From an optimization exercise on the open Yosys and OpenROAD flow, aimed at small area, a short achievable clock period and few clock cycles; shortcuts taken in it are not production practice. Where RTL was checked, it was by simulation tests only, not by an equivalence proof against the original. For runs 6 to 9, only the layout was checked, not whether the RTL still works. No activity file was given, so power comes from the tool's default toggle rates.

==> flow/design.v, too long to show whole: its modules and the start of the top module <==
// module psram_alu: 154 lines
// module psram_mul_cs: 2842 lines
module psram_alu (
  input             clk,
  input             rst,
  input             in_valid,
  output            in_ready,
  input      [31:0] in_cmd,
  input      [63:0] in_a,
  input      [63:0] in_b,
  input      [63:0] in_c,
  input             in_rnd,
  output reg        out_valid,
  output reg [63:0] out_result,
  output reg        out_illegal
);
  // ...
==> flow/flow/run.sh <==
#!/bin/bash
# Standard layout (the standard.sh: standard synthesis, ORFS place and
# route), with the timing repair steps asked to leave a setup margin so that
# they shorten the critical paths well below the 20 ns clock period.
# The clock period and constraints are unchanged.
set -o pipefail
export SETUP_SLACK_MARGIN=16
bash standard.sh > standard.log 2>&1
rc=$?
tail -50 standard.log
exit $rc
==> flow/standard.sh <==
#!/bin/bash
# synth_recipe.tcl (not shown) runs the flow's synth.tcl, then flattens the netlist and writes it again
# the make line also repeats each setting of config.mk as NAME=value (left out here)
make -C /OpenROAD-flow-scripts/flow DESIGN_CONFIG=/design/flow/config.mk WORK_HOME=/design/flow/orfs CLKGATE_MAP_FILE= SYNTH_SCRIPT=/design/flow/synth_recipe.tcl "${@:-finish}"
==> flow/config.mk <==
export PLATFORM = sky130hd
export DESIGN_NAME = psram_alu
export DESIGN_NICKNAME = psram_alu
export VERILOG_FILES = /design/flow/design.v
export SDC_FILE = /design/flow/constraint.sdc
export NUM_CORES = 4
export LEC_CHECK = 0
export ABC_AREA = 1
export CAP_MARGIN = 20
export CORE_MARGIN = 2
export CORE_UTILIZATION = 25
export PLACE_DENSITY = 0.35
export SLEW_MARGIN = 20
export TNS_END_PERCENT = 0
==> flow/constraint.sdc <==
create_clock -name core_clock -period 20.0 [get_ports {clk}]
set_input_delay 4.0000 -clock core_clock [delete_from_list [all_inputs] [get_ports {clk}]]
set_output_delay 4.0000 -clock core_clock [all_outputs]
set_load 0.01 [all_outputs]
==> impl_metrics.ini, run 1 <==
[power]
p_comb_frac = 0.677
power.internal_mw = 3.745
p_comb_mw = 5.57

[placement]
place_congestion = 0.9752
placed_area_mm2 = 0.05884
place_ws_ns = 12.87

[clocking]
clock_sinks = 452
cts.repair.resized = 843
numCtsBuffers = 59

[sta]
tightest_slew_ns = 0.9418
holdWs_ns = 0.3315
setup_ws_ns = 14.72
slew_headroom = 0.3714
slew_violations = 0

[global_route]
grt_pass1_wl_um = 420600
busiest_layer = met2
met1_usage = 0.3383

[synthesis]
postSynthCellCount = 7088
ys_top_cells_by_count = nand2_1 (1,186), inv_1 (873), xor2_1 (728)
synth-seq-cells = 452
synth_top_family_by_area = adder cells
syn_avg_cell_area_um2 = 7.481
yosysMostFrequentCell = nand2_1
syn-num-nets = 8002
muxShareOfSynthArea = 0.0007551

[cells_and_area]
fin_cells = 10160
multi_input_area_mm2 = 0.03811
clockNetworkAreaShare = 0.03068
dominant_cells = multi-input gates

[die]
pin_count = 295

[detailed_routing]
viasPerCell = 5.141

[outcome]
outcome = complete, no violations
Testbench counts, summed over its fixed seeds: cycles 26,788.
==> run 2: changes to the inputs <==
--- a/flow/config.mk
+++ b/flow/config.mk
@@ -9,6 +9,6 @@
 export CAP_MARGIN = 20
 export CORE_MARGIN = 2
 export CORE_UTILIZATION = 25
-export PLACE_DENSITY = 0.35
+export PLACE_DENSITY = 0.5
 export SLEW_MARGIN = 20
 export TNS_END_PERCENT = 0
==> impl_metrics.ini, run 2 <==
[outcome]
outcome = complete, no violations

[power]
leakagePower_nw = 28.58
power_density_mw_per_mm2 = 127.9
total_power_mw = 8.139
vdd_drop_max_mv = 0.1121

[clocking]
tritoncts = built
hold_buffers = 0
clock_sinks = 452
clkLatencyLatePin_ns = 0.72
h-tree-depth = 2
numCtsBuffers = 52
cts_buffer_depth = 3
cts-root-buf = clkbuf_16
clk_pin_slew_ns = 0.06

[synthesis]
synth_xor_area_frac = 0.1244
synth_area_leaders = fa_1 (21%), dfxtp_1 (12%), xor2_1 (12%)
syn-num-nets = 8002
yosys_warnings = 1
syn_area_mm2 = 0.05302
seq_area_frac_synth = 0.1935
muxShareOfSynthArea = 0.0007551
yosys.cell_types.count = 53
async_reset_ff_frac = 0
yosys.area.top_type_share = 0.2103
yosysMostFrequentCell = nand2_1
synth-seq-cells = 452
synth_top_area_cell = fa_1
syn_avg_cell_area_um2 = 7.481
synth-edff-count = 121
ys_top_cells_by_count = nand2_1 (1,186), inv_1 (873), xor2_1 (728)
synth-main-ff-cell = dfxtp_1
synth_top_family_by_area = adder cells
postSynthCellCount = 7088
yosys.area_share.simple = 0.1980
synthAdderAreaFrac = 0.2407
synth_compound_area_frac = 0.1402

[worst_setup_path]
crit-reg2reg-launch = mul1
worstReg2RegEnd = c2[34]
crit_path_end_kind = register
reg2reg_depth = 18
start_kind = primary input
critPathArrivalTime_ns = 5.77
crit_required_ns = 20.42
crit_path_max_fanout = 10
r2r_slack_ns = 14.68
worst-setup-path-type = primary input to register

[cells_and_area]
top_regs = c2: 65 flops, s2: 65 flops, vh3: 65 flops
fin_cells = 10130
layout-drive-gt1-share = 0.1055
fill_cells = 22950
layout_common_cells = nand2_1 (1,142), inv_1 (826), xor2_1 (724)
fin_nets = 8171
final_common_cell = nand2_1
syn2layout_area_growth_pct = 19.98
final_util = 0.3008

[die]
pin_count = 295
fp.coreArea_mm2 = 0.2115
fp.dieH_um = 464.5
rows = 169
die_width_um = 464.5
start_util = 0.2508
die_area_mm2 = 0.2158

[detailed_routing]
wl_um = 276300
vias = 53950
postRouteAntennaNets = 0
dr.pass1.iters = 6
viasPerCell = 5.328
drt-initial-drc-count = 6413
drcViolationCount = 0
wl_per_cell_um = 27.29

[sta]
worst_clock_skew_ns = 0.05533
setup_ws_ns = 14.65
finalCriticalPeriod_ns = 5.350
fmax_mhz = 186.9
rsz0062_at_grt = true
slew_violations = 0
finalHoldViolCount = 0
setup_violations = 0
timing.final.crit_share = 0.2675
tightest_slew_ns = 1.239
setup_tns_ns = 0
slew_headroom = 0.1652

[hold_path]
hold_path_end = legal3
min_from = legal2
holdPathStages = 0
min_path_type = register to register

[global_route]
grt_usage = 0.2462
antenna_found_initial = 23
grt_max_degree = 87
grt_pass1_vias = 53240
grt_pass1_wl_um = 387600
grt_overflow = 0

[run]
cap_violations = 0

[placement]
dp_hpwl_um = 192400
dp_cells = 9839
place_congestion = 0.9929
io_buffers = 286
place_ws_ns = 12.71
[run 2: cell counts after synthesis]
Identical to the previous run, type by type.
[run 2: layout make-up]
cell class              instances  area, um2  share of cell area
repair buffers                587       6018             0.09460
well taps                    2821       3530             0.05548
clock inverters                28      336.6            0.005291
inverters                     912       3523             0.05539
multi-input cells            5246      38400              0.6036
flip-flops and latches        452      10310              0.1620
repair inverters                6      40.04           0.0006294
clock buffers                  68       1450             0.02280
diodes                          5      12.51           0.0001967
[run 2: logic make-up after synthesis]
| group | count (synthesis) |
|---|---|
| XOR/XNOR | 753 |
| AND/OR/NAND/NOR | 2518 |
| adder cells (fa/ha/maj) | 686 |
| multiplexers | 4 |
| AO/OA/AOI/OAI | 1274 |
| buffers and inverters | 1401 |
| flip-flops | 452 |
[run 2: power breakdown]
group / internal (mW) / switching, mW
logic: 1.91 / 3.59
clock network: 0.573 / 0.455
registers: 1.24 / 0.372
total: 3.72 / 4.42
[run 2: worst max-delay path by stage]
| stage | from | to | slack, ns | depth (start not counted) |
|---|---|---|---|---|
| 3_3_place_gp | in_cmd[30] | y1[25] | 12.77 | 12 |
| 5_1_grt | in_b[47] | amt1[1] | 14.58 | 14 |
| 6_report | in_cmd[28] | a1[36] | 14.65 | 10 |
| 2_1_floorplan | in_b[35] | amt1[1] | 14.28 | 13 |
| 3_5_place_dp | in_cmd[30] | y1[25] | 12.71 | 12 |
| 4_1_cts | out_result[32] | out_result[32] | 14.77 | 1 |
[run 2: worst max-delay path, stage by stage]
cell and delay (ns):
clkdlybuf4s15_1 0.18, nand3b_1 0.20, nor2_2 0.07, inv_2 0.10
nor2_4 0.07, buf_4 0.14, buf_6 0.12, bufbuf_16 0.28
o21ai_0 0.44, nand2_1 0.17
[run 2: routing by layer]
| layer | GRT usage | vias up | part of all wire |
|---|---|---|---|
| met3 | 0.06649 | 878 | 0.11 |
| met2 | 0.3835 | 3477 | 0.43 |
| met5 | 0 | - | 0.00029 |
| li1 | - | 23360 | - |
| met1 | 0.3030 | 26220 | 0.38 |
| met4 | 0.1475 | 12 | 0.077 |
[run 2: what timing repair did]
item,in CTS,in global routing
cloned,33,5
setup endpoints to repair,397,406
pin swaps,133,62
setup buffers,122,23
resized for setup,811,100
[run 2: through the flow]
| stage | instance area, um2 | hold slack, ns |
|---|---|---|
| global placement | 58650 | 0.3140 |
| CTS | 63000 | 0.3341 |
| global route | 63600 | 0.3421 |
| detailed placement | 58650 | 0.3217 |
| floorplan | 53060 | 0.3096 |
| finish | 63610 | 0.3318 |
==> run 3: changes to the inputs <==
--- a/flow/config.mk
+++ b/flow/config.mk
@@ -8,7 +8,7 @@
 export ABC_AREA = 1
 export CAP_MARGIN = 20
 export CORE_MARGIN = 2
-export CORE_UTILIZATION = 25
-export PLACE_DENSITY = 0.5
+export CORE_UTILIZATION = 35
+export PLACE_DENSITY = 0.45
 export SLEW_MARGIN = 20
 export TNS_END_PERCENT = 0
==> impl_metrics.ini, run 3 <==
[clocking]
clk_pin_slew_ns = 0.06
hold_buffers = 0
cts-root-buf = clkbuf_16
cts_buffer_depth = 3
clock_sinks = 452
tritoncts = built
clkLatencyLatePin_ns = 0.71
h-tree-depth = 2
numCtsBuffers = 55

[synthesis]
synth-main-ff-cell = dfxtp_1
seq_area_frac_synth = 0.1935
async_reset_ff_frac = 0
synth_area_leaders = fa_1 (21%), dfxtp_1 (12%), xor2_1 (12%)
synth-edff-count = 121
postSynthCellCount = 7088
yosys_warnings = 1
syn_area_mm2 = 0.05302
synth_top_area_cell = fa_1
synth-seq-cells = 452
syn_avg_cell_area_um2 = 7.481
yosys.cell_types.count = 53
synth_top_family_by_area = adder cells
yosys.area_share.simple = 0.1980
yosysMostFrequentCell = nand2_1
synth_xor_area_frac = 0.1244
muxShareOfSynthArea = 0.0007551
syn-num-nets = 8002
synth_compound_area_frac = 0.1402
synthAdderAreaFrac = 0.2407
ys_top_cells_by_count = nand2_1 (1,186), inv_1 (873), xor2_1 (728)
yosys.area.top_type_share = 0.2103

[cells_and_area]
layout_common_cells = nand2_1 (1,146), inv_1 (825), xor2_1 (723)
fill_cells = 15640
final_common_cell = nand2_1
fin_nets = 8256
fin_cells = 9405
layout-drive-gt1-share = 0.1134
top_regs = c2: 65 flops, s2: 65 flops, vh3: 65 flops
syn2layout_area_growth_pct = 19.71

[worst_setup_path]
start_kind = primary input
worst-setup-path-type = primary input to register
crit_required_ns = 20.49
critPathArrivalTime_ns = 5.87
crit_path_max_fanout = 2
slowest_delay_ns = 0.15
worst_path_most_repeated_cell = buf_4
worstPathCellList = buf_2 -> inv_2 -> buf_4 -> buf_4 -> buf_4 -> buf_4 -> buf_4 -> buf_4 -> buf_4 -> buf_4 -> buf_4 -> buf_4 -> buf_4 -> o21ai_1 -> nand2_1 -> a22oi_1
cp_slowest_cell = a22oi_1
r2r_slack_ns = 14.67
crit_path_end_kind = register

[detailed_routing]
wl_per_cell_um = 29.51
viasPerCell = 5.697
drt-initial-drc-count = 5446
postRouteAntennaNets = 0
vias = 53580
dr.pass1.iters = 8
drcViolationCount = 0
wl_um = 277500

[global_route]
grt_max_degree = 80
grt_usage = 0.3514
antenna_found_initial = 14
grt_overflow = 0
grt_pass1_vias = 53390
grt_pass1_wl_um = 388900

[power]
power_density_mw_per_mm2 = 131.6
vdd_drop_max_mv = 0.1178
leakagePower_nw = 29.31
total_power_mw = 8.352

[die]
die_width_um = 393.2
rows = 142
fp.coreArea_mm2 = 0.1501
start_util = 0.3532
die_area_mm2 = 0.1546
pin_count = 295
fp.dieH_um = 393.2

[sta]
setup_violations = 0
setup_tns_ns = 0
worst_clock_skew_ns = 0.07012
finalHoldViolCount = 0
slew_headroom = 0.2510
slew_violations = 0
rsz0062_at_grt = true
tightest_slew_ns = 1.124
fmax_mhz = 186.1
timing.final.crit_share = 0.2687
finalCriticalPeriod_ns = 5.374

[placement]
dp_hpwl_um = 194600
dp_cells = 9063
io_buffers = 286
place_congestion = 1.080

[hold_path]
min_path_type = register to register

[run]
cap_violations = 0

[outcome]
outcome = complete, no violations
[run 3: final cells by class]
type	instances	area (um2)	area share
Clock inverter	26	350.3	0.005519
Antenna cell	6	15.01	0.0002365
Timing Repair Buffer	678	6820	0.1074
Sequential cell	452	10280	0.1620
Inverter	912	3542	0.05580
Tap cell	2016	2522	0.03974
Multi-Input combinational cell	5239	38390	0.6049
Timing Repair inverter	4	31.28	0.0004928
Clock buffer	72	1520	0.02395
[run 3: report_power, final]
group	leakage, nW	total [mW]	internal [mW]	switching [mW]
clock network	0.911	1.05	0.605	0.448
logic	24.3	5.75	1.96	3.79
registers	4.06	1.55	1.24	0.309
total	29.3	8.35	3.81	4.54
[run 3: cell families after synthesis]
kind of cell,after synthesis
buffers and inverters,1401
adder cells (fa/ha/maj),686
multiplexers,4
AO/OA/AOI/OAI,1274
AND/OR/NAND/NOR,2518
XOR/XNOR,753
flip-flops,452
[run 3: final timing paths]
| path | start | endpoint | cells after the start |
|---|---|---|---|
| worst max-delay path | in_b[30] | y1[30] | 16 |
| worst min-delay path | tie2 | tie3 | 0 |
| worst max register to register | y1[11] | c2[30] | 18 |
| worst min register to register | tie2 | tie3 | 0 |
[run 3: through the flow]
step / hold slack (ns) / area (um2) / utilization / setup slack [ns]
6_report: 0.2936 / 63470 / 0.4228 / 14.63
5_1_grt: 0.3056 / 63460 / 0.4227 / 14.58
4_1_cts: 0.2881 / 62070 / 0.4134 / 14.66
3_5_place_dp: 0.3238 / 57810 / 0.3851 / 12.22
3_3_place_gp: 0.3147 / 57790 / 0.3849 / 12.23
2_1_floorplan: 0.3096 / 53060 / - / 14.28
[run 3: worst max-delay path: cells and delay by family]
kind	cells	cell delay, ns
buf+inv	13	1.53
compound gates	2	0.27
simple gates	1	0.06
[run 3: repair_timing]
action                                  CTS  global route
gates cloned                             19             6
pin swaps                               108           120
endpoints found under the setup margin  394           406
buffers inserted                        157            54
resized for setup                       563           288
[run 3: layer usage]
| layer | track usage | wire, um | up-vias |
|---|---|---|---|
| li1 | - | - | 23540 |
| met1 | 0.4191 | 103800 | 26020 |
| met2 | 0.5588 | 123600 | 3150 |
| met3 | 0.07202 | 24290 | 870 |
| met4 | 0.2616 | 25890 | 4 |
| met5 | 0 | 22 | - |
==> run 4: changes to the inputs <==
--- a/flow/config.mk
+++ b/flow/config.mk
@@ -6,9 +6,9 @@
 export NUM_CORES = 4
 export LEC_CHECK = 0
 export ABC_AREA = 1
-export CAP_MARGIN = 20
+export CAP_MARGIN = 0
 export CORE_MARGIN = 2
-export CORE_UTILIZATION = 35
-export PLACE_DENSITY = 0.45
-export SLEW_MARGIN = 20
+export CORE_UTILIZATION = 25
+export PLACE_DENSITY = 0.35
+export SLEW_MARGIN = 0
 export TNS_END_PERCENT = 0
==> impl_metrics.ini, run 4 <==
[die]
rows = 169
pin_count = 295
die_area_mm2 = 0.2158
fp.dieH_um = 464.5
die_width_um = 464.5
start_util = 0.2508
fp.coreArea_mm2 = 0.2115

[cells_and_area]
fin_nets = 8255
final_common_cell = nand2_1
layout_common_cells = nand2_1 (1,135), inv_1 (822), xor2_1 (721)
syn2layout_area_growth_pct = 23.29
layout-drive-gt1-share = 0.1195
top_regs = c2: 65 flops, s2: 65 flops, vh3: 65 flops
postLayoutCellArea_mm2 = 0.06537

[clocking]
h-tree-depth = 2
cts-root-buf = clkbuf_16
clock_sinks = 452
cts_buffer_depth = 3
clkLatencyLatePin_ns = 0.76
clk_pin_slew_ns = 0.06
tritoncts = built
numCtsBuffers = 60

[sta]
tightest_slew_ns = 1.190
worst_clock_skew_ns = 0.08610
finalCriticalPeriod_ns = 5.329
finalHoldViolCount = 0
slew_headroom = 0.1980
fmax_mhz = 187.6
setup_tns_ns = 0
timing.final.crit_share = 0.2665
setup_violations = 0
setup_ws_ns = 14.67
rsz0062_at_grt = true
slew_violations = 0

[placement]
io_buffers = 286
place_congestion = 0.9752
dp_hpwl_um = 221700
place_ws_ns = 12.63
placed_area_mm2 = 0.05882

[synthesis]
yosys.area.top_type_share = 0.2103
syn_area_mm2 = 0.05302
yosys.cell_types.count = 53
yosysMostFrequentCell = nand2_1
postSynthCellCount = 7088
async_reset_ff_frac = 0
synth-main-ff-cell = dfxtp_1
synth-edff-count = 121
synth-seq-cells = 452
yosys_warnings = 1
synth_area_leaders = fa_1 (21%), dfxtp_1 (12%), xor2_1 (12%)
syn_avg_cell_area_um2 = 7.481
syn-num-nets = 8002
ys_top_cells_by_count = nand2_1 (1,186), inv_1 (873), xor2_1 (728)
seq_area_frac_synth = 0.1935
synth_top_area_cell = fa_1

[global_route]
grt_usage = 0.2768
grt_max_degree = 80
grt_pass1_vias = 53730
antenna_found_initial = 18
grt_pass1_wl_um = 425500
grt_overflow = 0

[hold_path]
min_path_type = register to register
min_from = tie2

[worst_setup_path]
start_kind = primary input
worstSetupStartpoint = in_b[47]
crit_path_end_kind = register
critPathArrivalTime_ns = 5.79
crit_path_max_fanout = 2
crit_required_ns = 20.47
crit-reg2reg-launch = y1[0]
worst-setup-path-type = primary input to register

[detailed_routing]
vias = 52860
viasPerCell = 5.173
dr.pass1.iters = 6
wl_um = 311200
postRouteAntennaNets = 0
drt-initial-drc-count = 4699
wl_per_cell_um = 30.45
drcViolationCount = 0

[run]
cap_violations = 0

[power]
power_density_mw_per_mm2 = 128.3
vdd_drop_max_mv = 0.09361
leakagePower_nw = 29.88

[outcome]
outcome = complete, no violations
==> run 4: cell count changes in the layout (fill, tap and decap cells not counted), sizes merged <==
cell and delta:
clkdlybuf4s15 -28, buf +21, dlygate4sd2 -15, bufbuf +13
clkbuf +12, dlymetal6s2s +6, clkdlybuf4s50 -5, clkinv -3
clkinvlp +3, nand2 +3, bufinv -1, inv +1
nor2 +1
==> run 4: cell type report <==
cell class	instances	area, um2
fillers	23120	146100
multi-input cells	5243	38520
flip-flops and latches	452	10280
repair buffers	669	7342
well taps	2821	3530
inverters	912	3492
clock buffers	85	1812
clock inverters	27	361.6
repair inverters	3	17.52
diodes	6	15.01
==> run 4: worst max-delay path, cell delays in order <==
cell,delay [ns]
clkdlybuf4s15_1,0.16
or2_4,0.25
nor3_4,0.17
nand2_2,0.08
nor2_4,0.18
nand2_2,0.09
inv_2,0.08
nand2_2,0.08
nor2_4,0.11
ha_4,0.21
nand2_2,0.06
o21ai_2,0.06
a21oi_2,0.13
o21ai_1,0.11
==> run 4: repair_timing <==
item / CTS / global route
cloned: 38 / 16
resized for setup: 732 / 281
setup endpoints to repair: 407 / 407
buffers inserted: 111 / 64
pin swaps: 105 / 118
hold buffers: 0 / 0
==> run 4: path summary, 6_finish.rpt <==
kind | to | slack, ns | cells past startpoint
worst max-delay path | amt1[1] | 14.67 | 14
worst min register to register | tie3 | 0.33 | 0
worst min-delay path | tie3 | 0.33 | 0
worst max register to register | c2[31] | 14.75 | 16
==> run 4: cells by family after synthesis <==
| group | Yosys count | synth area share |
|---|---|---|
| and+or+nand+nor | 2518 | 0.1980 |
| xor gates and xnor gates | 753 | 0.1244 |
| adders and majority gates | 686 | 0.2407 |
| DFF | 452 | 0.1935 |
| buffers and inverters | 1401 | 0.1024 |
| AOI/OAI and AO/OA | 1274 | 0.1402 |
| muxes | 4 | 0.0007552 |
==> run 4: power by group <==
group	internal, mW	switching [mW]	total, mW	leakage, nW
Combinational	1.91	3.72	5.62	24.8
Clock	0.700	0.488	1.19	1.06
Sequential	1.24	0.335	1.58	4.06
==> run 4: through the flow <==
| stage | hold WS [ns] | utilization | cells | power [mW] |
|---|---|---|---|---|
| floorplan | 0.3096 | - | 7088 | 4.632 |
| global placement | 0.3197 | 0.2782 | 9871 | 7.084 |
| detailed placement | 0.3212 | 0.2782 | 9871 | 7.079 |
| CTS | 0.3352 | 0.3010 | 10130 | 8.331 |
| global route | 0.3401 | 0.3091 | 10210 | 9.050 |
| finish | 0.3317 | 0.3091 | 10220 | 8.390 |
==> run 4: metal layers <==
layer,up-vias,share of wire,global-route usage
met1,26120,0.40,0.3433
met2,2495,0.46,0.4537
li1,23560,-,-
met5,-,0.00015,0
met3,677,0.068,0.04351
met4,6,0.075,0.1617
==> run 5: changes to the inputs <==
--- a/flow/flow/run.sh
+++ b/flow/flow/run.sh
@@ -4,7 +4,7 @@
 # they shorten the critical paths well below the 20 ns clock period.
 # The clock period and constraints are unchanged.
 set -o pipefail
-export SETUP_SLACK_MARGIN=16
+export SETUP_SLACK_MARGIN=15.5
 bash standard.sh > standard.log 2>&1
 rc=$?
 tail -50 standard.log
--- a/flow/config.mk
+++ b/flow/config.mk
@@ -6,9 +6,9 @@
 export NUM_CORES = 4
 export LEC_CHECK = 0
 export ABC_AREA = 1
-export CAP_MARGIN = 0
+export CAP_MARGIN = 20
 export CORE_MARGIN = 2
 export CORE_UTILIZATION = 25
 export PLACE_DENSITY = 0.35
-export SLEW_MARGIN = 0
+export SLEW_MARGIN = 20
 export TNS_END_PERCENT = 0
==> impl_metrics.ini, run 5 <==
[clocking]
cts-root-buf = clkbuf_16
clk_pin_slew_ns = 0.06
clkLatencyLatePin_ns = 0.70
clock_sinks = 452
tritoncts = built
h-tree-depth = 2
cts_buffer_depth = 3
hold_buffers = 0
numCtsBuffers = 59

[sta]
setup_ws_ns = 14.72
finalHoldViolCount = 0
worst_clock_skew_ns = 0.03675
slew_headroom = 0.3714
tightest_slew_ns = 0.9418
setup_violations = 0
holdWs_ns = 0.3315
finalCriticalPeriod_ns = 5.276
fmax_mhz = 189.5
rsz0062_at_grt = true
setup_tns_ns = 0
timing.final.crit_share = 0.2638
slew_violations = 0

[synthesis]
synth-main-ff-cell = dfxtp_1
syn_area_mm2 = 0.05302
seq_area_frac_synth = 0.1935
yosysMostFrequentCell = nand2_1
syn_avg_cell_area_um2 = 7.481
ys_top_cells_by_count = nand2_1 (1,186), inv_1 (873), xor2_1 (728)
yosys_warnings = 1
syn-num-nets = 8002
synth_top_area_cell = fa_1
postSynthCellCount = 7088
synth-edff-count = 121
synth_area_leaders = fa_1 (21%), dfxtp_1 (12%), xor2_1 (12%)
synth-seq-cells = 452
async_reset_ff_frac = 0
yosys.cell_types.count = 53
yosys.area.top_type_share = 0.2103

[placement]
io_buffers = 286
dp_hpwl_um = 221500
placed_area_mm2 = 0.05884
place_ws_ns = 12.87
dp_cells = 9872
place_congestion = 0.9752

[cells_and_area]
final_util = 0.3005
fin_cells = 10160
layout-drive-gt1-share = 0.1101
postLayoutCellArea_mm2 = 0.06354
fin_nets = 8193
syn2layout_area_growth_pct = 19.83
top_regs = c2: 65 flops, s2: 65 flops, vh3: 65 flops
multi_input_area_mm2 = 0.03811
layout_common_cells = nand2_1 (1,146), inv_1 (823), xor2_1 (728)
fill_cells = 23320
seqCellArea_mm2 = 0.01028
final_common_cell = nand2_1

[detailed_routing]
postRouteAntennaNets = 0
viasPerCell = 5.141
wl_per_cell_um = 29.83
drcViolationCount = 0
vias = 52200
drt-initial-drc-count = 4695
wl_um = 302900
dr.pass1.iters = 6

[die]
pin_count = 295
rows = 169
fp.coreArea_mm2 = 0.2115
fp.dieH_um = 464.5
die_width_um = 464.5
start_util = 0.2508
die_area_mm2 = 0.2158

[worst_setup_path]
worst-setup-path-type = primary input to register
critPathArrivalTime_ns = 5.70
crit_required_ns = 20.42
start_kind = primary input
worstPathCellList = buf_6 -> or2_4 -> nor3_4 -> nand2_2 -> nor2_4 -> nand2_2 -> inv_2 -> nand2_2 -> nor2_4 -> ha_4 -> nand2_2 -> o21ai_2 -> a21oi_2 -> o21ai_2
worst_path_most_repeated_cell = nand2_2
slowest_delay_ns = 0.24
crit_path_max_fanout = 2
crit_path_end_kind = register
cp_slowest_cell = or2_4

[hold_path]
min_path_type = register to register

[global_route]
grt_max_degree = 80
grt_overflow = 0
grt_pass1_wl_um = 420600
grt_pass1_vias = 53330
antenna_found_initial = 18
grt_usage = 0.2729

[power]
power_density_mw_per_mm2 = 129.6
leakagePower_nw = 28.85
total_power_mw = 8.233
vdd_drop_max_mv = 0.08084

[outcome]
outcome = complete, no violations

[run]
cap_violations = 0
run 5: worst paths after layout:
path | from | endpoint | slack (ns) | depth (start not counted)
max reg2reg | y1[17] | c2[31] | 14.75 | 18
max | in_b[35] | amt1[1] | 14.72 | 14
min | tie2 | tie3 | 0.33 | 0
min reg2reg | tie2 | tie3 | 0.33 | 0
run 5: power breakdown:
group	switching, mW	internal (mW)
registers	0.336	1.24
logic	3.69	1.88
clock network	0.458	0.626
run 5: cell type report:
type	instances	area share
tap	2821	0.05555
clock inverter	31	0.005041
multi-input combinational	5236	0.5998
clock buffer	78	0.02564
sequential	452	0.1618
timing repair inverter	4	0.0003939
antenna	7	0.0002757
inverter	912	0.05486
timing repair buffer	614	0.09663
run 5: cell families (layout without fill, tap and decap cells):
family | count (synthesis) | after routing | synth area share
simple gates | 2518 | 2519 | 0.1980
compound gates | 1274 | 1274 | 0.1402
xor+xnor | 753 | 753 | 0.1244
flops | 452 | 452 | 0.1935
mux | 4 | 4 | 0.0007552
fa+ha+maj | 686 | 686 | 0.2407
other cells | 0 | 7 | 0
buf+inv | 1401 | 1639 | 0.1024
run 5: what timing repair did:
| action | CTS | global route |
|---|---|---|
| gates cloned | 24 | 2 |
| gates resized for setup | 843 | 178 |
| pin swaps | 121 | 81 |
| buffers inserted | 119 | 22 |
| endpoints found under the setup margin | 302 | 351 |
run 5: worst max-delay path: cells and delay by family:
| family | cells | cell delay, ns |
|---|---|---|
| simple gates | 8 | 1.00 |
| fa+ha+maj | 1 | 0.21 |
| compound gates | 3 | 0.30 |
| buf+inv | 2 | 0.17 |
run 5: routing by layer:
metal  global-route usage  part of all wire
met1               0.3383              0.41
met2               0.4516              0.46
met3              0.04125             0.062
met4               0.1530             0.068
met5                    0           0.00018
==> module psram_alu, before the edit <==
module psram_alu (
  input             clk,
  input             rst,
  input             in_valid,
  output            in_ready,
  input      [31:0] in_cmd,
  input      [63:0] in_a,
  input      [63:0] in_b,
  input      [63:0] in_c,
  input             in_rnd,
  output reg        out_valid,
  output reg [63:0] out_result,
  output reg        out_illegal
);
  localparam OP_SAT     = 8'h01;
  localparam OP_SADD    = 8'h02;
  localparam OP_SSUB    = 8'h03;
  localparam OP_SMUL    = 8'h04;
  localparam OP_SSHL    = 8'h05;
  localparam OP_SSHR    = 8'h06;
  localparam OP_REQUANT = 8'h07;
  wire [7:0] op   = in_cmd[31:24];
  wire [1:0] wsel = in_cmd[7:6];
  wire [5:0] imm  = in_cmd[5:0];
  reg legal;
  always @(*) begin
    case (op)
      OP_SAT:     legal = (in_cmd & 32'hFF00FFC0) == 32'h01000000;
      OP_SADD:    legal = ((in_cmd & 32'hFF000F3F) == 32'h02000000) && (wsel != 2'd3);
      OP_SSUB:    legal = ((in_cmd & 32'hFF000F3F) == 32'h03000000) && (wsel != 2'd3);
      OP_SMUL:    legal = ((in_cmd & 32'hFF000F00) == 32'h04000000) && (wsel != 2'd3);
      OP_SSHL:    legal = ((in_cmd & 32'hFF000F3F) == 32'h05000000) && (wsel != 2'd3);
      OP_SSHR:    legal = ((in_cmd & 32'hFF000F3F) == 32'h06000000) && (wsel != 2'd3);
      OP_REQUANT: legal = ((in_cmd & 32'hFF00003F) == 32'h07000000) && (wsel != 2'd3);
      default:    legal = 1'b0;
    endcase
  end
  wire o_sat = (op == OP_SAT);
  wire o_add = (op == OP_SADD);
  wire o_sub = (op == OP_SSUB);
  wire o_mul = (op == OP_SMUL);
  wire o_shl = (op == OP_SSHL);
  wire o_shr = (op == OP_SSHR);
  wire o_rq  = (op == OP_REQUANT);
  wire [31:0] a_w = (wsel == 2'd0) ? {{24{in_a[7]}},  in_a[7:0]}  :
                    (wsel == 2'd1) ? {{16{in_a[15]}}, in_a[15:0]} : in_a[31:0];
  wire [31:0] b_w = (wsel == 2'd0) ? {{24{in_b[7]}},  in_b[7:0]}  :
                    (wsel == 2'd1) ? {{16{in_b[15]}}, in_b[15:0]} : in_b[31:0];
  wire [31:0] d_y = o_rq            ? in_b[31:0] :
                    o_shr           ? a_w :
                    (o_sat | o_shl) ? 32'd0 : b_w;
  wire [63:0] d_a = (o_sat | o_rq) ? in_a : {{32{a_w[31]}}, a_w};
  wire [5:0] shr_n = (|in_b[63:6]) ? 6'd63 : in_b[5:0];
  wire [6:0] rq_n  = ((|in_c[63:7]) | (in_c[6] & in_c[5])) ? 7'd96 : in_c[6:0];
  wire [4:0] d_k   = (|in_b[63:5]) ? 5'd31 : in_b[4:0];
  wire [5:0] s_1   = o_mul ? imm : shr_n;         
  wire       d_snz = o_rq ? (|rq_n) : (o_mul | o_shr) & (|s_1);
  wire [6:0] d_amt = o_sat ? {1'b0, imm} : o_rq ? rq_n :
                     (o_mul | o_shr) ? ({1'b0, s_1} + 7'd32) :
                     o_shl ? (7'd32 - {2'b0, d_k}) : 7'd32;
  wire [6:0] h_rq  = rq_n - 7'd1;
  wire [5:0] h_1   = s_1 - 6'd1;
  wire       d_hhi = o_rq ? (h_rq[6] | h_rq[5]) : 1'b1;
  wire [5:0] d_hp  = o_rq ? {h_rq[6], h_rq[4:0]} : h_1;
  reg        v1, pass;
  reg [63:0] a1;
  reg [31:0] y1;
  reg        sat1, add1, sub1, mul1, shl1, shr1, rq1, legal1, rnd1, snz1, hhi1;
  reg [1:0]  wsel1;
  reg [6:0]  amt1;
  reg [5:0]  hp1;
  wire       take = ~(v1 & rq1 & ~pass);
  reg        rdy;
  assign in_ready = rdy;
  always @(posedge clk) begin
    if (rst) begin
      v1   <= 1'b0;
      pass <= 1'b0;
      rdy  <= 1'b1;
    end else begin
      pass <= ~take;
      if (take) v1 <= in_valid;
      rdy  <= ~take | ~(in_valid & legal & o_rq);
    end
    if (take) begin
      a1 <= d_a;     y1 <= d_y;
      sat1 <= legal & o_sat; add1 <= legal & o_add; sub1 <= legal & o_sub;
      mul1 <= legal & o_mul; shl1 <= legal & o_shl; shr1 <= legal & o_shr;
      rq1  <= legal & o_rq;  legal1 <= legal;
      rnd1 <= in_rnd; snz1 <= d_snz; hhi1 <= d_hhi;
      wsel1 <= wsel; amt1 <= d_amt; hp1 <= d_hp;
    end
  end
  wire [32:0] x1 = rq1  ? (pass ? {a1[63], a1[63:32]} : {1'b0, a1[31:0]}) :
                   mul1 ? a1[32:0] :
                   sub1 ? {33{1'b1}} : 33'd1;
  wire        half_en = snz1 & (~rq1 | (hhi1 == pass));
  wire [64:0] r1 = (sat1 | add1 | sub1 | shl1) ? {a1[63], a1} :
                   half_en ? ({1'b0, 64'd1} << hp1) : 65'd0;
  wire [64:0] s1, c1;
  psram_mul_cs u_mul (.x(x1), .y(y1), .r(r1), .s(s1), .c(c1));
  reg        v2, sat2, rq2, pass2, legal2, tie2;
  reg [1:0]  wsel2;
  reg [6:0]  amt2;
  reg [64:0] s2, c2;
  always @(posedge clk) begin
    if (rst) v2 <= 1'b0;
    else     v2 <= v1;
    s2 <= s1; c2 <= c1;
    sat2 <= sat1; rq2 <= rq1; pass2 <= pass; legal2 <= legal1;
    tie2 <= rnd1 & snz1; wsel2 <= wsel1; amt2 <= amt1;
  end
  reg [64:0] vh3;
  reg [31:0] l3;
  wire        acc  = rq2 & pass2;
  wire [64:0] add3 = acc ? {{32{vh3[64]}}, vh3[64:32]} : 65'd0;
  wire [64:0] vsum = s2 + c2 + add3;
  reg        v3, sat3, legal3, tie3;
  reg [1:0]  wsel3;
  reg [6:0]  amt3, thr3;
  always @(posedge clk) begin
    if (rst) v3 <= 1'b0;
    else     v3 <= v2 & ~(rq2 & ~pass2);
    vh3 <= vsum;
    l3  <= acc ? vh3[31:0] : 32'd0;
    sat3 <= sat2; legal3 <= legal2; tie3 <= tie2; wsel3 <= wsel2; amt3 <= amt2;
    thr3 <= amt2 + (sat2 ? 7'd32 : (wsel2 == 2'd0) ? 7'd7 : (wsel2 == 2'd1) ? 7'd15 : 7'd31);
  end
  wire [96:0] v97  = {vh3, l3};
  wire        sgn  = vh3[64];
  wire [94:0] sh6 = amt3[6] ? {{62{sgn}}, v97[96:64]} : v97[94:0];
  wire [62:0] sh5 = amt3[5] ? sh6[94:32] : sh6[62:0];
  wire [46:0] sh4 = amt3[4] ? sh5[62:16] : sh5[46:0];
  wire [38:0] sh3 = amt3[3] ? sh4[46:8]  : sh4[38:0];
  wire [34:0] sh2 = amt3[2] ? sh3[38:4]  : sh3[34:0];
  wire [32:0] sh1 = amt3[1] ? sh2[34:2]  : sh2[32:0];
  wire [31:0] fsh = amt3[0] ? sh1[32:1]  : sh1[31:0];
  wire [96:0] lo_m = {97{1'b1}} << amt3;
  wire        tie  = tie3 & ~|(v97 & ~lo_m);
  wire [31:0] q    = {fsh[31:1], fsh[0] & ~tie};
  wire        ok   = ~|((v97 ^ {97{sgn}}) & ({97{1'b1}} << thr3));
  wire [63:0] t   = vh3[63:0];
  wire [63:0] d   = sat3 ? t : {{32{sgn}}, q};
  wire [63:0] m   = sat3 ? lo_m[63:0] :                
                    (wsel3 == 2'd0) ? {{57{1'b1}}, 7'd0} :
                    (wsel3 == 2'd1) ? {{49{1'b1}}, 15'd0} : {{33{1'b1}}, 31'd0};
  wire [63:0] result = {64{legal3}} & (ok ? d : ~(m ^ {64{sgn}}));
  always @(posedge clk) begin
    if (rst) out_valid <= 1'b0;
    else     out_valid <= v3;
    out_result  <= result;
    out_illegal <= ~legal3;
  end
endmodule
==> run 6: changes to the inputs <==
--- a/flow/design.v
+++ b/flow/design.v
@@ -117,14 +117,13 @@
   wire [64:0] vsum = s2 + c2 + add3;
   reg        v3, sat3, legal3, tie3;
   reg [1:0]  wsel3;
-  reg [6:0]  amt3, thr3;
+  reg [6:0]  amt3;
   always @(posedge clk) begin
     if (rst) v3 <= 1'b0;
     else     v3 <= v2 & ~(rq2 & ~pass2);
     vh3 <= vsum;
     l3  <= acc ? vh3[31:0] : 32'd0;
     sat3 <= sat2; legal3 <= legal2; tie3 <= tie2; wsel3 <= wsel2; amt3 <= amt2;
-    thr3 <= amt2 + (sat2 ? 7'd32 : (wsel2 == 2'd0) ? 7'd7 : (wsel2 == 2'd1) ? 7'd15 : 7'd31);
   end
   wire [96:0] v97  = {vh3, l3};
   wire        sgn  = vh3[64];
@@ -138,7 +137,10 @@
   wire [96:0] lo_m = {97{1'b1}} << amt3;
   wire        tie  = tie3 & ~|(v97 & ~lo_m);
   wire [31:0] q    = {fsh[31:1], fsh[0] & ~tie};
-  wire        ok   = ~|((v97 ^ {97{sgn}}) & ({97{1'b1}} << thr3));
+  wire        hi_ok = ~|((vh3 ^ {65{sgn}}) & lo_m[64:0]);
+  wire [31:0] fd    = fsh ^ {32{sgn}};
+  wire        ok    = hi_ok & (sat3 | ((wsel3 == 2'd0) ? ~|fd[31:7] :
+                                       (wsel3 == 2'd1) ? ~|fd[31:15] : ~fd[31]));
   wire [63:0] t   = vh3[63:0];
   wire [63:0] d   = sat3 ? t : {{32{sgn}}, q};
   wire [63:0] m   = sat3 ? lo_m[63:0] :                
--- a/flow/flow/run.sh
+++ b/flow/flow/run.sh
@@ -4,7 +4,7 @@
 # they shorten the critical paths well below the 20 ns clock period.
 # The clock period and constraints are unchanged.
 set -o pipefail
-export SETUP_SLACK_MARGIN=15.5
+export SETUP_SLACK_MARGIN=16
 bash standard.sh > standard.log 2>&1
 rc=$?
 tail -50 standard.log
==> impl_metrics.ini, run 6 <==
[detailed_routing]
drt-initial-drc-count = 4437
postRouteAntennaNets = 0
wl_per_cell_um = 28.51
wl_um = 275900
dr.pass1.iters = 6
vias = 50340
drcViolationCount = 0
viasPerCell = 5.203

[sta]
setup_ws_ns = 14.24
tightest_slew_ns = 1.078
finalHoldViolCount = 0
setup_tns_ns = 0
finalCriticalPeriod_ns = 5.757
slew_headroom = 0.2815
slew_violations = 0
timing.final.crit_share = 0.2879
setup_violations = 0
worst_clock_skew_ns = 0.04406
rsz0062_at_grt = true
fmax_mhz = 173.7

[cells_and_area]
final_util = 0.2976
layout_common_cells = nand2_1 (1,062), inv_1 (859), xor2_1 (663)
fin_nets = 7840
layout-drive-gt1-share = 0.08665
syn2layout_area_growth_pct = 18.07
top_regs = c2: 65 flops, s2: 65 flops, vh3: 65 flops
final_common_cell = nand2_1
fin_cells = 9676

[global_route]
grt_overflow = 0
grt_usage = 0.2560
antenna_found_initial = 17
grt_pass1_vias = 51250
grt_max_degree = 76
grt_pass1_wl_um = 389000

[synthesis]
postSynthCellCount = 6802
async_reset_ff_frac = 0
syn_avg_cell_area_um2 = 7.596
synth_area_leaders = fa_1 (22%), dfxtp_1 (13%), xor2_1 (11%)
yosysMostFrequentCell = nand2_1
muxShareOfSynthArea = 0.0008475
synth_compound_area_frac = 0.1595
yosys.area_share.simple = 0.1719
synth-edff-count = 121
synthAdderAreaFrac = 0.2452
synth-main-ff-cell = dfxtp_1
syn_area_mm2 = 0.05167
synth_top_area_cell = fa_1
yosys.area.top_type_share = 0.2154
ys_top_cells_by_count = nand2_1 (1,075), inv_1 (915), xor2_1 (664)
synth-seq-cells = 445
syn-num-nets = 7709
synth_top_family_by_area = adder cells
seq_area_frac_synth = 0.1958
yosys_warnings = 1
synth_xor_area_frac = 0.1187
yosys.cell_types.count = 62

[worst_setup_path]
crit-reg2reg-launch = y1[19]
worstReg2RegEnd = c2[34]
reg2reg_depth = 18
critPathArrivalTime_ns = 6.22
worstSetupStartpoint = in_b[24]
crit_required_ns = 20.46
worst-setup-path-type = primary input to register
r2r_slack_ns = 14.33
crit_path_max_fanout = 2
start_kind = primary input
crit_path_end_kind = register

[hold_path]
min_from = amt2[2]
holdPathStages = 0
hold_path_end = amt3[2]
min_path_type = register to register

[clocking]
tritoncts = built
numCtsBuffers = 60
cts_buffer_depth = 3
clock_sinks = 445
clk_pin_slew_ns = 0.06
clkLatencyLatePin_ns = 0.72
cts-root-buf = clkbuf_16
h-tree-depth = 2

[placement]
dp_hpwl_um = 199900
place_congestion = 0.9448
place_ws_ns = 11.97
io_buffers = 286
dp_cells = 9452

[die]
start_util = 0.2521
fp.coreArea_mm2 = 0.2050
rows = 166
fp.dieH_um = 458.6
die_width_um = 458.6
pin_count = 295
die_area_mm2 = 0.2103

[power]
seq_power_share = 0.190
vdd_drop_max_mv = 0.1191
swShare = 0.5407
p_comb_frac = 0.675
total_power_mw = 8.157
power.switching_mw = 4.410
power.internal_mw = 3.747
leakagePower_nw = 27.24
power_density_mw_per_mm2 = 133.7
p_clk_frac = 0.136

[outcome]
outcome = complete, no violations

[run]
cap_violations = 0
[run 6: changes by cell type in the layout (fill, tap and decap cells not counted), moves of 22 or more]
cell,previous run,this run
nand3_1,590,445
clkdlybuf4s50_1,92,206
nor2_1,572,469
buf_2,90,6
nand2_1,1146,1062
xor2_1,728,663
buf_12,58,5
o21ai_0,310,352
a21oi_1,232,270
inv_1,823,859
a31oi_1,10,36
nand2_2,30,7
clkbuf_2,28,6
[run 6: worst max-delay path: stages]
cell	delay, ns
buf_6	0.07
inv_2	0.03
buf_4	0.12
buf_4	0.12
buf_4	0.12
buf_4	0.12
buf_4	0.13
buf_4	0.12
buf_4	0.12
buf_4	0.13
buf_4	0.12
buf_4	0.13
buf_4	0.12
buf_4	0.12
buf_4	0.14
o21ai_2	0.12
nand2_1	0.09
a22oi_2	0.28
[run 6: power by group through the flow]
stage / sequential, mW / clock (mW) / combinational, mW
floorplan: 1.37 / 0 / 3.19
global placement: 1.56 / 0 / 5.46
detailed placement: 1.56 / 0 / 5.44
CTS: 1.54 / 1.15 / 5.46
global route: 1.56 / 1.17 / 6.05
finish: 1.55 / 1.11 / 5.51
[run 6: kinds of logic after synthesis]
group	after synthesis
AOI/OAI and AO/OA	1401
xor gates and xnor gates	700
adders and majority gates	679
buffers and inverters	1434
DFF	445
muxes	4
and+or+nand+nor	2139
[run 6: layout make-up]
type	count	area, um2
diodes	6	15.01
repair inverters	2	21.27
fillers	22280	144000
flip-flops and latches	445	10130
multi-input cells	4924	36760
clock buffers	80	1648
repair buffers	553	5085
inverters	947	3621
clock inverters	31	364.1
well taps	2688	3363
[run 6: timing repair]
item | in CTS | in global routing
endpoints found under the hold margin | 0 | 0
setup endpoints to repair | 410 | 414
setup buffers | 94 | 9
pin swaps | 62 | 36
resized for setup | 302 | 85
hold buffers | 0 | 0
gates cloned | 4 | 0
[run 6: metal layers]
metal / GRT usage / share of wire / vias to the layer above
met2: 0.4061 / 0.45 / 2263
met4: 0.1305 / 0.059 / 6
met5: 0 / 0.00014 / -
met3: 0.03948 / 0.067 / 545
li1: - / - / 22490
met1: 0.3363 / 0.43 / 25040
[run 6: how the worst max path moves through the flow]
stage / endpoint / slack, ns / depth (start not counted)
2_1_floorplan: amt1[4] / 14.01 / 12
3_3_place_gp: y1[31] / 12.04 / 16
3_5_place_dp: y1[31] / 11.97 / 16
4_1_cts: amt1[4] / 14.35 / 16
5_1_grt: hhi1 / 14.22 / 12
6_report: y1[24] / 14.24 / 18
[run 6: metrics by stage]
| stage | hold WS (ns) | cell area, um2 |
|---|---|---|
| 6_report | 0.2902 | 61010 |
| 3_5_place_dp | 0.3120 | 57300 |
| 5_1_grt | 0.3225 | 61000 |
| 2_1_floorplan | 0.3096 | 51710 |
| 4_1_cts | 0.3050 | 60680 |
| 3_3_place_gp | 0.3121 | 57290 |
==> run 7: changes to the inputs <==
--- a/flow/flow/run.sh
+++ b/flow/flow/run.sh
@@ -4,7 +4,7 @@
 # they shorten the critical paths well below the 20 ns clock period.
 # The clock period and constraints are unchanged.
 set -o pipefail
-export SETUP_SLACK_MARGIN=16
+export SETUP_SLACK_MARGIN=18
 bash standard.sh > standard.log 2>&1
 rc=$?
 tail -50 standard.log
==> impl_metrics.ini, run 7 <==
[power]
seq_power_share = 0.190
p_comb_frac = 0.675
p_clk_frac = 0.136
vdd_drop_max_mv = 0.1191
swShare = 0.5407
power_density_mw_per_mm2 = 133.7
power.switching_mw = 4.410
leakagePower_nw = 27.24
power.internal_mw = 3.747

[cells_and_area]
final_common_cell = nand2_1
fin_nets = 7840
layout_common_cells = nand2_1 (1,062), inv_1 (859), xor2_1 (663)
final_util = 0.2976
layout-drive-gt1-share = 0.08665
top_regs = c2: 65 flops, s2: 65 flops, vh3: 65 flops
postLayoutCellArea_mm2 = 0.06101
syn2layout_area_growth_pct = 18.07

[sta]
slew_violations = 0
timing.final.crit_share = 0.2879
holdWs_ns = 0.2902
setup_violations = 0
setup_ws_ns = 14.24
rsz0062_at_grt = true
finalHoldViolCount = 0
finalCriticalPeriod_ns = 5.757
worst_clock_skew_ns = 0.04406
slew_headroom = 0.2815
tightest_slew_ns = 1.078
fmax_mhz = 173.7
setup_tns_ns = 0

[detailed_routing]
postRouteAntennaNets = 0
wl_um = 275900
drcViolationCount = 0
wl_per_cell_um = 28.51
viasPerCell = 5.203
dr.pass1.iters = 6
vias = 50340
drt-initial-drc-count = 4437

[worst_setup_path]
slowest_delay_ns = 0.28
cp_slowest_cell = a22oi_2
crit-reg2reg-launch = y1[19]
critPathArrivalTime_ns = 6.22
worstReg2RegEnd = c2[34]
start_kind = primary input
crit_path_end_kind = register
worstPathCellList = buf_6 -> inv_2 -> buf_4 -> buf_4 -> buf_4 -> buf_4 -> buf_4 -> buf_4 -> buf_4 -> buf_4 -> buf_4 -> buf_4 -> buf_4 -> buf_4 -> buf_4 -> o21ai_2 -> nand2_1 -> a22oi_2
worst_path_most_repeated_cell = buf_4
worst-setup-path-type = primary input to register
cp-endpoint = y1[24]
worstSetupStartpoint = in_b[24]
crit_path_max_fanout = 2
reg2reg_depth = 18
crit_required_ns = 20.46
r2r_slack_ns = 14.33

[die]
pin_count = 295
die_width_um = 458.6
rows = 166
fp.coreArea_mm2 = 0.2050
die_area_mm2 = 0.2103
fp.dieH_um = 458.6
start_util = 0.2521

[global_route]
grt_overflow = 0
grt_max_degree = 76
busiest_layer = met2
grt_pass1_wl_um = 389000
grt_pass1_vias = 51250
grt_usage = 0.2560
grt_use_met3 = 0.03948
grt_util_met2 = 0.4061
met1_usage = 0.3363
antenna_found_initial = 17

[run]
cap_violations = 0

[synthesis]
yosys.area.top_type_share = 0.2154
yosys.cell_types.count = 62
synth_area_leaders = fa_1 (22%), dfxtp_1 (13%), xor2_1 (11%)
yosys_warnings = 1
synth_top_area_cell = fa_1
synth-main-ff-cell = dfxtp_1
synth-edff-count = 121
seq_area_frac_synth = 0.1958
syn_avg_cell_area_um2 = 7.596
ys_top_cells_by_count = nand2_1 (1,075), inv_1 (915), xor2_1 (664)
syn_area_mm2 = 0.05167
synth-seq-cells = 445
yosysMostFrequentCell = nand2_1
async_reset_ff_frac = 0
syn-num-nets = 7709
postSynthCellCount = 6802

[placement]
placed_area_mm2 = 0.05730
dp_hpwl_um = 199900
place_ws_ns = 11.97
place_congestion = 0.9448
io_buffers = 286

[clocking]
numCtsBuffers = 60
cts_buffer_depth = 3
clkLatencyLatePin_ns = 0.72
clock_sinks = 445
h-tree-depth = 2
hold_buffers = 0
tritoncts = built
clk_pin_slew_ns = 0.06
cts-root-buf = clkbuf_16

[outcome]
outcome = complete, no violations

[hold_path]
min_path_type = register to register
run 7: cell counts after synthesis:
No cell type changed its count.
run 7: cell type report:
cell class,count,area [um2]
well taps,2688,3363
fillers,22280,144000
clock buffers,80,1648
repair inverters,2,21.27
diodes,6,15.01
inverters,947,3621
clock inverters,31,364.1
multi-input cells,4924,36760
repair buffers,553,5085
flip-flops and latches,445,10130
run 7: worst min path at each step:
stage | cells after the start | start | endpoint
detailed placement | 0 | amt2[1] | amt3[1]
global route | 0 | amt2[2] | amt3[2]
floorplan | 0 | amt2[0] | amt3[0]
CTS | 0 | amt2[2] | amt3[2]
global placement | 0 | sat2 | sat3
finish | 0 | amt2[2] | amt3[2]
run 7: power by group through the flow:
stage	logic, mW	clock network (mW)	registers, mW
5_1_grt	6.05	1.17	1.56
3_3_place_gp	5.46	0	1.56
6_report	5.51	1.11	1.55
2_1_floorplan	3.19	0	1.37
4_1_cts	5.46	1.15	1.54
3_5_place_dp	5.44	0	1.56
run 7: through the flow:
stage | cells | total power [mW]
after floorplan | 6802 | 4.555
after global placement | 9452 | 7.020
after detailed placement | 9452 | 7.000
after CTS | 9661 | 8.156
after global routing | 9671 | 8.785
final | 9676 | 8.157
run 7: what timing repair did:
| item | 4_1_cts | 5_1_grt |
|---|---|---|
| cloned | 4 | 0 |
| pin swaps | 62 | 36 |
| endpoints found under the setup margin | 572 | 572 |
| hold endpoints to repair | 0 | 0 |
| buffers inserted | 94 | 9 |
| resized for setup | 302 | 85 |
run 7: kinds of logic after synthesis:
logic type / synth area share
adders and majority gates: 0.2452
and+or+nand+nor: 0.1719
AOI/OAI and AO/OA: 0.1595
xor gates and xnor gates: 0.1187
DFF: 0.1958
buffers and inverters: 0.1081
muxes: 0.0008475
run 7: worst max-delay path: cells and delay by family:
family	cells	cell delay, ns
buf+inv	15	1.71
simple gates	1	0.09
compound gates	2	0.40
run 7: metal layers:
metal	wire [um]	share of wire
met1	118000	0.43
met2	123200	0.45
met3	18410	0.067
met4	16160	0.059
met5	38	0.00014
==> run 8: changes to the inputs <==
--- a/flow/design.v
+++ b/flow/design.v
@@ -49,7 +49,6 @@
   wire [31:0] d_y = o_rq            ? in_b[31:0] :
                     o_shr           ? a_w :
                     (o_sat | o_shl) ? 32'd0 : b_w;
-  wire [63:0] d_a = (o_sat | o_rq) ? in_a : {{32{a_w[31]}}, a_w};
   wire [5:0] shr_n = (|in_b[63:6]) ? 6'd63 : in_b[5:0];
   wire [6:0] rq_n  = ((|in_c[63:7]) | (in_c[6] & in_c[5])) ? 7'd96 : in_c[6:0];
   wire [4:0] d_k   = (|in_b[63:5]) ? 5'd31 : in_b[4:0];
@@ -83,7 +82,7 @@
       rdy  <= ~take | ~(in_valid & legal & o_rq);
     end
     if (take) begin
-      a1 <= d_a;     y1 <= d_y;
+      a1 <= in_a;    y1 <= d_y;
       sat1 <= legal & o_sat; add1 <= legal & o_add; sub1 <= legal & o_sub;
       mul1 <= legal & o_mul; shl1 <= legal & o_shl; shr1 <= legal & o_shr;
       rq1  <= legal & o_rq;  legal1 <= legal;
@@ -91,11 +90,14 @@
       wsel1 <= wsel; amt1 <= d_amt; hp1 <= d_hp;
     end
   end
+  wire [31:0] aw1 = (wsel1 == 2'd0) ? {{24{a1[7]}},  a1[7:0]}  :
+                    (wsel1 == 2'd1) ? {{16{a1[15]}}, a1[15:0]} : a1[31:0];
   wire [32:0] x1 = rq1  ? (pass ? {a1[63], a1[63:32]} : {1'b0, a1[31:0]}) :
-                   mul1 ? a1[32:0] :
+                   mul1 ? {aw1[31], aw1} :
                    sub1 ? {33{1'b1}} : 33'd1;
   wire        half_en = snz1 & (~rq1 | (hhi1 == pass));
-  wire [64:0] r1 = (sat1 | add1 | sub1 | shl1) ? {a1[63], a1} :
+  wire [64:0] r1 = sat1 ? {a1[63], a1} :
+                   (add1 | sub1 | shl1) ? {{33{aw1[31]}}, aw1} :
                    half_en ? ({1'b0, 64'd1} << hp1) : 65'd0;
   wire [64:0] s1, c1;
   psram_mul_cs u_mul (.x(x1), .y(y1), .r(r1), .s(s1), .c(c1));
--- a/flow/flow/run.sh
+++ b/flow/flow/run.sh
@@ -4,7 +4,7 @@
 # they shorten the critical paths well below the 20 ns clock period.
 # The clock period and constraints are unchanged.
 set -o pipefail
-export SETUP_SLACK_MARGIN=18
+export SETUP_SLACK_MARGIN=16
 bash standard.sh > standard.log 2>&1
 rc=$?
 tail -50 standard.log
--- a/flow/config.mk
+++ b/flow/config.mk
@@ -11,4 +11,4 @@
 export CORE_UTILIZATION = 25
 export PLACE_DENSITY = 0.35
 export SLEW_MARGIN = 20
-export TNS_END_PERCENT = 0
+export TNS_END_PERCENT = 10
==> impl_metrics.ini, run 8 <==
[outcome]
outcome = complete, no violations

[worst_setup_path]
start_kind = register
crit_path_end_kind = output pin
worstPathCellList = clkdlybuf4s50_1
crit_path_max_fanout = 1
crit_required_ns = 16.00
cp_slowest_cell = clkdlybuf4s50_1
worst-setup-path-type = register to output pin
slowest_delay_ns = 0.55
cp_num_buf_inv = 1
critPathArrivalTime_ns = 1.61
crit_family = buffers and inverters

[clocking]
tritoncts = built
hold_buffers = 0
numCtsBuffers = 58
h-tree-depth = 2
cts-root-buf = clkbuf_16
clkLatencyLatePin_ns = 0.74
clk_pin_slew_ns = 0.07
clock_sinks = 445
cts_buffer_depth = 3

[synthesis]
yosysMostFrequentCell = nand2_1
postSynthCellCount = 6738
synth_top_area_cell = fa_1
synth_area_leaders = fa_1 (22%), dfxtp_1 (13%), xor2_1 (11%)
yosys_warnings = 1
syn_avg_cell_area_um2 = 7.633
async_reset_ff_frac = 0
synth-seq-cells = 445
yosys.cell_types.count = 69
seq_area_frac_synth = 0.1968
synth-main-ff-cell = dfxtp_1
synth-edff-count = 121
yosys.area.top_type_share = 0.2164
syn-num-nets = 7645
ys_top_cells_by_count = nand2_1 (995), inv_1 (949), xor2_1 (642)
syn_area_mm2 = 0.05143

[sta]
finalCriticalPeriod_ns = 5.610
slew_violations = 0
finalHoldViolCount = 0
worst_clock_skew_ns = 0.06691
timing.final.crit_share = 0.2805
setup_tns_ns = 0
setup_ws_ns = 14.39
fmax_mhz = 178.3
setup_violations = 0
tightest_slew_ns = 1.136
slew_headroom = 0.2350
rsz0062_at_grt = true

[placement]
io_buffers = 286
placed_area_mm2 = 0.05745
place_congestion = 0.9437
place_ws_ns = 12.46
dp_cells = 9413
dp_hpwl_um = 204100

[cells_and_area]
final_common_cell = nand2_1
fin_cells = 9908
fin_nets = 8075
top_regs = c2: 65 flops, s2: 65 flops, vh3: 65 flops
syn2layout_area_growth_pct = 30.39
layout_common_cells = nand2_1 (947), inv_1 (850), xor2_1 (636)
layout-drive-gt1-share = 0.1753
postLayoutCellArea_mm2 = 0.06706

[detailed_routing]
wl_per_cell_um = 30.38
drt-initial-drc-count = 5441
drcViolationCount = 0
wl_um = 301000
postRouteAntennaNets = 0
dr.pass1.iters = 5
viasPerCell = 5.265
vias = 52170

[die]
fp.dieH_um = 457.6
die_width_um = 457.6
fp.coreArea_mm2 = 0.2046
die_area_mm2 = 0.2094
start_util = 0.2514
pin_count = 295
rows = 166

[global_route]
grt_overflow = 0
grt_max_degree = 89
grt_pass1_wl_um = 413100
grt_pass1_vias = 52490
grt_usage = 0.2759
antenna_found_initial = 24

[power]
leakagePower_nw = 30.05
power_density_mw_per_mm2 = 125.9
vdd_drop_max_mv = 0.1050

[hold_path]
min_path_type = register to register

[run]
cap_violations = 0
-- run 8: final timing paths --
check,endpoint,startpoint,depth (start not counted),slack [ns]
setup / recovery,out_result[58],out_result[58],1,14.39
hold / removal,sat3,sat2,0,0.32
setup reg to reg,c2[19],wsel1[0],27,14.51
hold reg to reg,sat3,sat2,0,0.32
-- run 8: cell families after synthesis --
| logic type | Yosys count | synth area share |
|---|---|---|
| and+or+nand+nor | 2098 | 0.1704 |
| buffers and inverters | 1442 | 0.1102 |
| AOI/OAI and AO/OA | 1380 | 0.1578 |
| xor gates and xnor gates | 687 | 0.1170 |
| adders and majority gates | 679 | 0.2463 |
| DFF | 445 | 0.1968 |
| muxes | 7 | 0.001460 |
-- run 8: area by class of cell --
class | count | area [um2]
Antenna cell | 3 | 7.507
Clock buffer | 71 | 1553
Clock inverter | 38 | 434.2
Fill cell | 21720 | 137500
Inverter | 977 | 3810
Multi-Input combinational cell | 4856 | 38310
Sequential cell | 445 | 10160
Tap cell | 2688 | 3363
Timing Repair Buffer | 828 | 9413
Timing Repair inverter | 2 | 16.27
-- run 8: repair_timing --
action	4_1_cts	5_1_grt
resized for setup	788	373
pin swaps	201	81
setup endpoints to repair	450	384
gates cloned	36	14
buffers inserted	275	58
-- run 8: per-layer routing --
layer  vias up  wire [um]  track usage
li1      22960          -            -
met1     25800     122300       0.3509
met2      2638     132000       0.4286
met3       756      24540      0.05668
met4        12      21880       0.1686
met5         -        172            0
-- run 8: power breakdown --
group          total [mW]  internal, mW  switching [mW]  leakage, nW
sequential           1.51          1.22           0.286         3.99
clock                1.11         0.636           0.478        0.936
combinational        5.82          2.04            3.78         25.1
-- run 8: per-stage QoR --
step	hold WS (ns)	util	power [mW]
floorplan	0.3096	-	4.538
global placement	0.3121	0.2808	6.973
detailed placement	0.3120	0.2808	6.958
CTS	0.3240	0.3184	8.291
global route	0.3276	0.3278	9.076
finish	0.3231	0.3278	8.440
==> run 9: changes to the inputs <==
--- a/flow/config.mk
+++ b/flow/config.mk
@@ -11,4 +11,4 @@
 export CORE_UTILIZATION = 25
 export PLACE_DENSITY = 0.35
 export SLEW_MARGIN = 20
-export TNS_END_PERCENT = 10
+export TNS_END_PERCENT = 0
==> impl_metrics.ini, run 9 <==
[power]
vdd_drop_max_mv = 0.1181
leakagePower_nw = 27.73
power_density_mw_per_mm2 = 132.5

[synthesis]
async_reset_ff_frac = 0
syn_avg_cell_area_um2 = 7.633
syn_area_mm2 = 0.05143
postSynthCellCount = 6738
synth_top_area_cell = fa_1
synth-edff-count = 121
yosys_warnings = 1
synth-seq-cells = 445
seq_area_frac_synth = 0.1968
synth_area_leaders = fa_1 (22%), dfxtp_1 (13%), xor2_1 (11%)
yosysMostFrequentCell = nand2_1
yosys.cell_types.count = 69
synth-main-ff-cell = dfxtp_1
syn-num-nets = 7645
yosys.area.top_type_share = 0.2164
ys_top_cells_by_count = nand2_1 (995), inv_1 (949), xor2_1 (642)

[worst_setup_path]
worst_path_most_repeated_cell = buf_4
r2r_slack_ns = 14.35
worstReg2RegEnd = c2[24]
slowest_delay_ns = 0.13
worstSetupStartpoint = in_b[23]
crit_path_end_kind = register
worstPathCellList = buf_6 -> inv_2 -> buf_4 -> buf_4 -> buf_4 -> buf_4 -> buf_6 -> buf_4 -> buf_4 -> buf_4 -> buf_4 -> buf_4 -> buf_4 -> buf_4 -> buf_4 -> buf_4 -> buf_4 -> buf_4 -> buf_4 -> o21ai_2
cp_slowest_cell = buf_4
start_kind = primary input
crit_required_ns = 20.56
crit_path_max_fanout = 2
crit-reg2reg-launch = rq1
worst-setup-path-type = primary input to register
reg2reg_depth = 15
critPathArrivalTime_ns = 6.24

[placement]
io_buffers = 286
placed_area_mm2 = 0.05745
dp_hpwl_um = 205300
place_congestion = 0.9642

[global_route]
grt_pass1_wl_um = 389000
grt_pass1_vias = 50580
grt_overflow = 0
grt_max_degree = 83
grt_usage = 0.2580
antenna_found_initial = 16

[outcome]
outcome = complete, no violations

[run]
cap_violations = 0

[die]
fp.coreArea_mm2 = 0.2046
fp.dieH_um = 457.6
die_width_um = 457.6
rows = 166
die_area_mm2 = 0.2094
start_util = 0.2514
pin_count = 295

[clocking]
cts_buffer_depth = 3
clock_sinks = 445
clkLatencyLatePin_ns = 0.71
cts-root-buf = clkbuf_16
tritoncts = built
hold_buffers = 0
numCtsBuffers = 59
h-tree-depth = 2
clk_pin_slew_ns = 0.06

[detailed_routing]
dr.pass1.iters = 6
postRouteAntennaNets = 0
wl_um = 279600
drcViolationCount = 0
drt-initial-drc-count = 4439
vias = 49830
wl_per_cell_um = 28.96
viasPerCell = 5.161

[sta]
slew_violations = 0
setup_violations = 0
rsz0062_at_grt = true
finalHoldViolCount = 0
holdWs_ns = 0.3150
finalCriticalPeriod_ns = 5.684
tightest_slew_ns = 1.230
fmax_mhz = 175.9
slew_headroom = 0.1715
timing.final.crit_share = 0.2842
setup_tns_ns = 0
worst_clock_skew_ns = 0.05059

[cells_and_area]
layout_common_cells = nand2_1 (977), inv_1 (892), xor2_1 (640)
final_common_cell = nand2_1
final_util = 0.3013
fin_nets = 7821
postLayoutCellArea_mm2 = 0.06164
top_regs = c2: 65 flops, s2: 65 flops, vh3: 65 flops
syn2layout_area_growth_pct = 19.85
layout-drive-gt1-share = 0.09548

[hold_path]
hold_path_end = amt3[4]
min_from = amt2[4]
holdPathStages = 0
min_path_type = register to register
==> run 9: area by class of cell <==
type                    count  area [um2]
fillers                 22120      142900
multi-input cells        4852       36750
repair inverters            1       7.507
flip-flops and latches    445       10130
clock inverters            36       452.9
repair buffers            578        5534
diodes                      2       5.005
inverters                 977        3735
clock buffers              76        1660
well taps                2688        3363
==> run 9: critical path, delay by kind of cell <==
family	cells	cell delay (ns)
buf+inv	19	2.16
compound gates	1	0.10
==> run 9: timing repair <==
item	CTS	global route
setup endpoints to repair	364	377
cloned	1	6
pin swaps	40	73
buffers inserted	80	31
gates resized for setup	212	222
==> run 9: logic make-up (layout without fill, tap and decap cells) <==
| family | Yosys count | after routing | synth area share |
|---|---|---|---|
| simple gates | 2098 | 2098 | 0.1704 |
| buf+inv | 1442 | 1668 | 0.1102 |
| compound gates | 1380 | 1381 | 0.1578 |
| xor+xnor | 687 | 687 | 0.1170 |
| fa+ha+maj | 679 | 679 | 0.2463 |
| flops | 445 | 445 | 0.1968 |
| mux | 7 | 7 | 0.001460 |
| other cells | 0 | 2 | 0 |
==> run 9: per-layer routing <==
| layer | GRT usage | vias up | share of wire |
|---|---|---|---|
| li1 | - | 22410 | - |
| met1 | 0.3342 | 24710 | 0.42 |
| met2 | 0.4162 | 2179 | 0.45 |
| met3 | 0.04308 | 536 | 0.068 |
| met4 | 0.1242 | 4 | 0.058 |
| met5 | 0 | - | 0.00010 |
==> run 9: how the worst max path moves through the flow <==
| stage | to | slack, ns | cells after the start |
|---|---|---|---|
| 3_3_place_gp | y1[8] | 12.53 | 11 |
| 3_5_place_dp | y1[8] | 12.54 | 11 |
| 6_report | y1[23] | 14.32 | 20 |
| 2_1_floorplan | hp1[4] | 14.03 | 16 |
| 4_1_cts | amt1[1] | 14.27 | 16 |
| 5_1_grt | hhi1 | 14.26 | 12 |
==> run 9: power breakdown <==
part / switching [mW] / internal (mW)
clock: 0.466 / 0.683
sequential: 0.293 / 1.22
combinational: 3.63 / 1.87
total: 4.39 / 3.77
==> run 9: through the flow <==
step	instances	total power [mW]	worst slack [ns]
after floorplan	6738	4.538	14.03
after global placement	9423	6.982	12.53
after detailed placement	9423	6.968	12.54
after CTS	9616	8.161	14.27
after global routing	9653	8.844	14.26
final	9655	8.165	14.32

-- afterwards: timing with drivers on the ports --
Ports are ideal in the flow. The routed layouts listed here were re-timed in OpenROAD. Step 1 sets driving cells, clkbuf_16 on the clock port and buf_2 on the other inputs (assumed; they add their load-dependent delay and slew). Step 2 moves the port delays by t, midway between the first and last clock arrival at a register: inputs arrive t later, outputs are due t later. That takes back most of the time a late clock gives input paths. Slacks: ideal / step 1 / step 2; pairs: ideal / step 1.
run	t, ns	slack for setup (ns)	worst setup path at the end	worst register clock-pin slew, ns
run 1	0.777	14.724 / 14.728 / 13.986	input to register	0.07 / 0.07
run 2	0.770	14.650 / 14.676 / 13.916	input to register	0.08 / 0.08
run 3	0.755	14.626 / 14.600 / 13.923	input to register	0.07 / 0.07
run 4	0.813	14.671 / 14.673 / 13.893	input to register	0.07 / 0.07
run 5	0.777	14.724 / 14.728 / 13.986	input to register	0.07 / 0.07
run 6	0.785	14.243 / 14.294 / 13.509	input to register	0.07 / 0.07
run 7	0.785	14.243 / 14.294 / 13.509	input to register	0.07 / 0.07
run 8	0.808	14.390 / 14.292 / 13.700	input to register	0.07 / 0.07
run 9	0.780	14.316 / 14.306 / 13.590	input to register	0.07 / 0.07
After both steps every run listed still meets setup and hold. The setup slack of run 4, which loses most, moves by +0.002 ns with the drivers and by -0.778 ns with both steps.
